Background: an optimization exercise with open tools, aiming at small area. Do not read the settings as production practice.
In this exercise RTL edits were held to simulation tests only and were not proved equivalent to the original.
Power is estimated from default activity; no workload was simulated. No driver is modelled on the clock port, so clocking that relies on it looks cheaper here than on a real chip.

Design framecodec_rx, start of the top module:
module framecodec_rx (
    input  wire        clk,
    input  wire        rst,          
    input  wire        bus_req,
    input  wire        bus_we,
    input  wire [11:0] bus_addr,
    input  wire [31:0] bus_wdata,
    output reg  [31:0] bus_rdata,
    output reg         bus_err,
    input  wire        rxd,
    output wire        irq
);
Size: roughly 4,200 cells after synthesis.
Settings: LEC_CHECK=0, CAP_MARGIN=20, CORE_MARGIN=2, CORE_UTILIZATION=70, SLEW_MARGIN=20, SYNTH_HIERARCHICAL=1, SYNTH_MINIMUM_KEEP_SIZE=0; clock period 10.0 ns.
standard.sh (not shown) runs the stock make flow with config.mk's settings and CLKGATE_MAP_FILE= SYNTH_SCRIPT=/design/flow/synth_recipe.tcl, a recipe that flattens the netlist after the stock synthesis.
==> flow/flow/run.sh <==
#!/bin/bash
# Own layout flow: the standard ORFS flow (standard.sh, unchanged synthesis,
# floorplan, power grid and tap cells), with two changes:
#  - clock tree: no dummy loads, sink clusters of up to 30 flip-flops within
#    80 um, clkbuf_16 buffers (the default tree balances with hundreds of
#    dummy loads and small clusters);
#  - port buffers: every input and output port still gets a buffer, of the
#    smallest buffer cell.
# Each step's full output goes to a log of its own in this folder.
set -euo pipefail
export CTS_ARGS="-sink_clustering_enable -repair_clock_nets -dont_use_dummy_load -sink_clustering_size 30 -sink_clustering_max_diameter 80 -buf_list sky130_fd_sc_hd__clkbuf_16"
export BUFFER_PORTS_ARGS="-buffer_cell sky130_fd_sc_hd__buf_1"
for step in synth floorplan place cts route finish; do
    bash standard.sh "$step" > "flow_$step.log" 2>&1
done
test -f out/final.def
Next try:
==> flow/flow/run.sh (replaced) <==
#!/bin/bash
# Own layout flow: the standard ORFS flow (standard.sh, unchanged synthesis,
# floorplan, power grid and tap cells), with two changes:
#  - clock tree: no dummy loads, sink clusters of up to 28 flip-flops within
#    80 um, driven by buf_12 (as strong as clkbuf_16 at these loads, and
#    smaller), clkbuf_16 at the root (the default tree balances with
#    hundreds of dummy loads and small clusters);
#  - port buffers: every input and output port still gets a buffer, of the
#    smallest buffer cell.
# Each step's full output goes to a log of its own in this folder.
set -euo pipefail
export CTS_ARGS="-sink_clustering_enable -repair_clock_nets -dont_use_dummy_load -sink_clustering_size 28 -sink_clustering_max_diameter 80 -buf_list sky130_fd_sc_hd__buf_12 -root_buf sky130_fd_sc_hd__clkbuf_16"
export BUFFER_PORTS_ARGS="-buffer_cell sky130_fd_sc_hd__buf_1"
for step in synth floorplan place cts route finish; do
    bash standard.sh "$step" > "flow_$step.log" 2>&1
done
test -f out/final.def
Result: The changed run went through all stages and came out clean. Cell area came out lower by 0.43%. Setup slack gains 57 ps. Sequential share of layout area rose by 0.31 points. Power falls by 0.46%. Global-route usage is about the same.
Next try:
--- a/flow/flow/run.sh
+++ b/flow/flow/run.sh
@@ -3,3 +3,3 @@
 # floorplan, power grid and tap cells), with two changes:
-#  - clock tree: no dummy loads, sink clusters of up to 28 flip-flops within
+#  - clock tree: no dummy loads, sink clusters of up to 30 flip-flops within
 #    80 um, driven by buf_12 (as strong as clkbuf_16 at these loads, and
@@ -11,3 +11,3 @@
 set -euo pipefail
-export CTS_ARGS="-sink_clustering_enable -repair_clock_nets -dont_use_dummy_load -sink_clustering_size 28 -sink_clustering_max_diameter 80 -buf_list sky130_fd_sc_hd__buf_12 -root_buf sky130_fd_sc_hd__clkbuf_16"
+export CTS_ARGS="-sink_clustering_enable -repair_clock_nets -dont_use_dummy_load -sink_clustering_size 30 -sink_clustering_max_diameter 80 -buf_list sky130_fd_sc_hd__buf_12 -root_buf sky130_fd_sc_hd__clkbuf_16"
 export BUFFER_PORTS_ARGS="-buffer_cell sky130_fd_sc_hd__buf_1"
- CORE_UTILIZATION: 70 -> 80
Area after synthesis is unchanged.
Via count went up by 4.7%.
Worst setup slack gets better by 220 ps.
Wire length went up by 5.2%.
Sequential share of layout area went up by 0.36 points.
Global-route usage went up by 6.0 points.
Maximum frequency went up by 2.6%.
Critical path depth is unchanged.
Worst hold slack gets worse by 9.3 ps.
Next try:
- CORE_UTILIZATION: 80 -> 70
Outcome: Clock skew falls by 24 ps; register-to-register slack loses 50 ps; synthesized cell count does not change; final cell count rose by 3.4%; sequential share of layout area came out lower by 0.25 points; total power stays flat; routed wire length drops by 5.0%.

-- separate check: timing with driven ports --
The results above use ideal ports. As a check the final layouts listed here were re-extracted and re-timed, cells and wires unchanged. Step 1 (the two cells are an assumption about what drives the block):
set clk [get_ports {clk}]
set_driving_cell -lib_cell sky130_fd_sc_hd__clkbuf_16 $clk
set_driving_cell -lib_cell sky130_fd_sc_hd__buf_2 [delete_from_list [all_inputs] $clk]
Step 2 adds t to the input delays and takes it off the output delays; t is the mean of the earliest and latest rising clock arrival at the registers after step 1. Input paths then give back, and output paths get back, about the clock's delay inside the block. Slacks: no drivers / after step 1 / after step 2; pairs: no drivers / after step 1.
run	t (ns)	slack for setup (ns)	worst data-port slew with drivers (ns)
the first run	0.707	1.339 / 1.382 / 0.675	0.04
the second run	0.695	1.396 / 1.441 / 0.746	0.04
the third run	0.699	1.614 / 1.664 / 0.965	0.04
the fourth run	0.692	1.236 / 1.281 / 0.589	0.04
After both steps setup and hold are still met in every run listed. The setup slack of the first run, which loses most, moves by +0.043 ns with the drivers and by -0.664 ns with both steps.
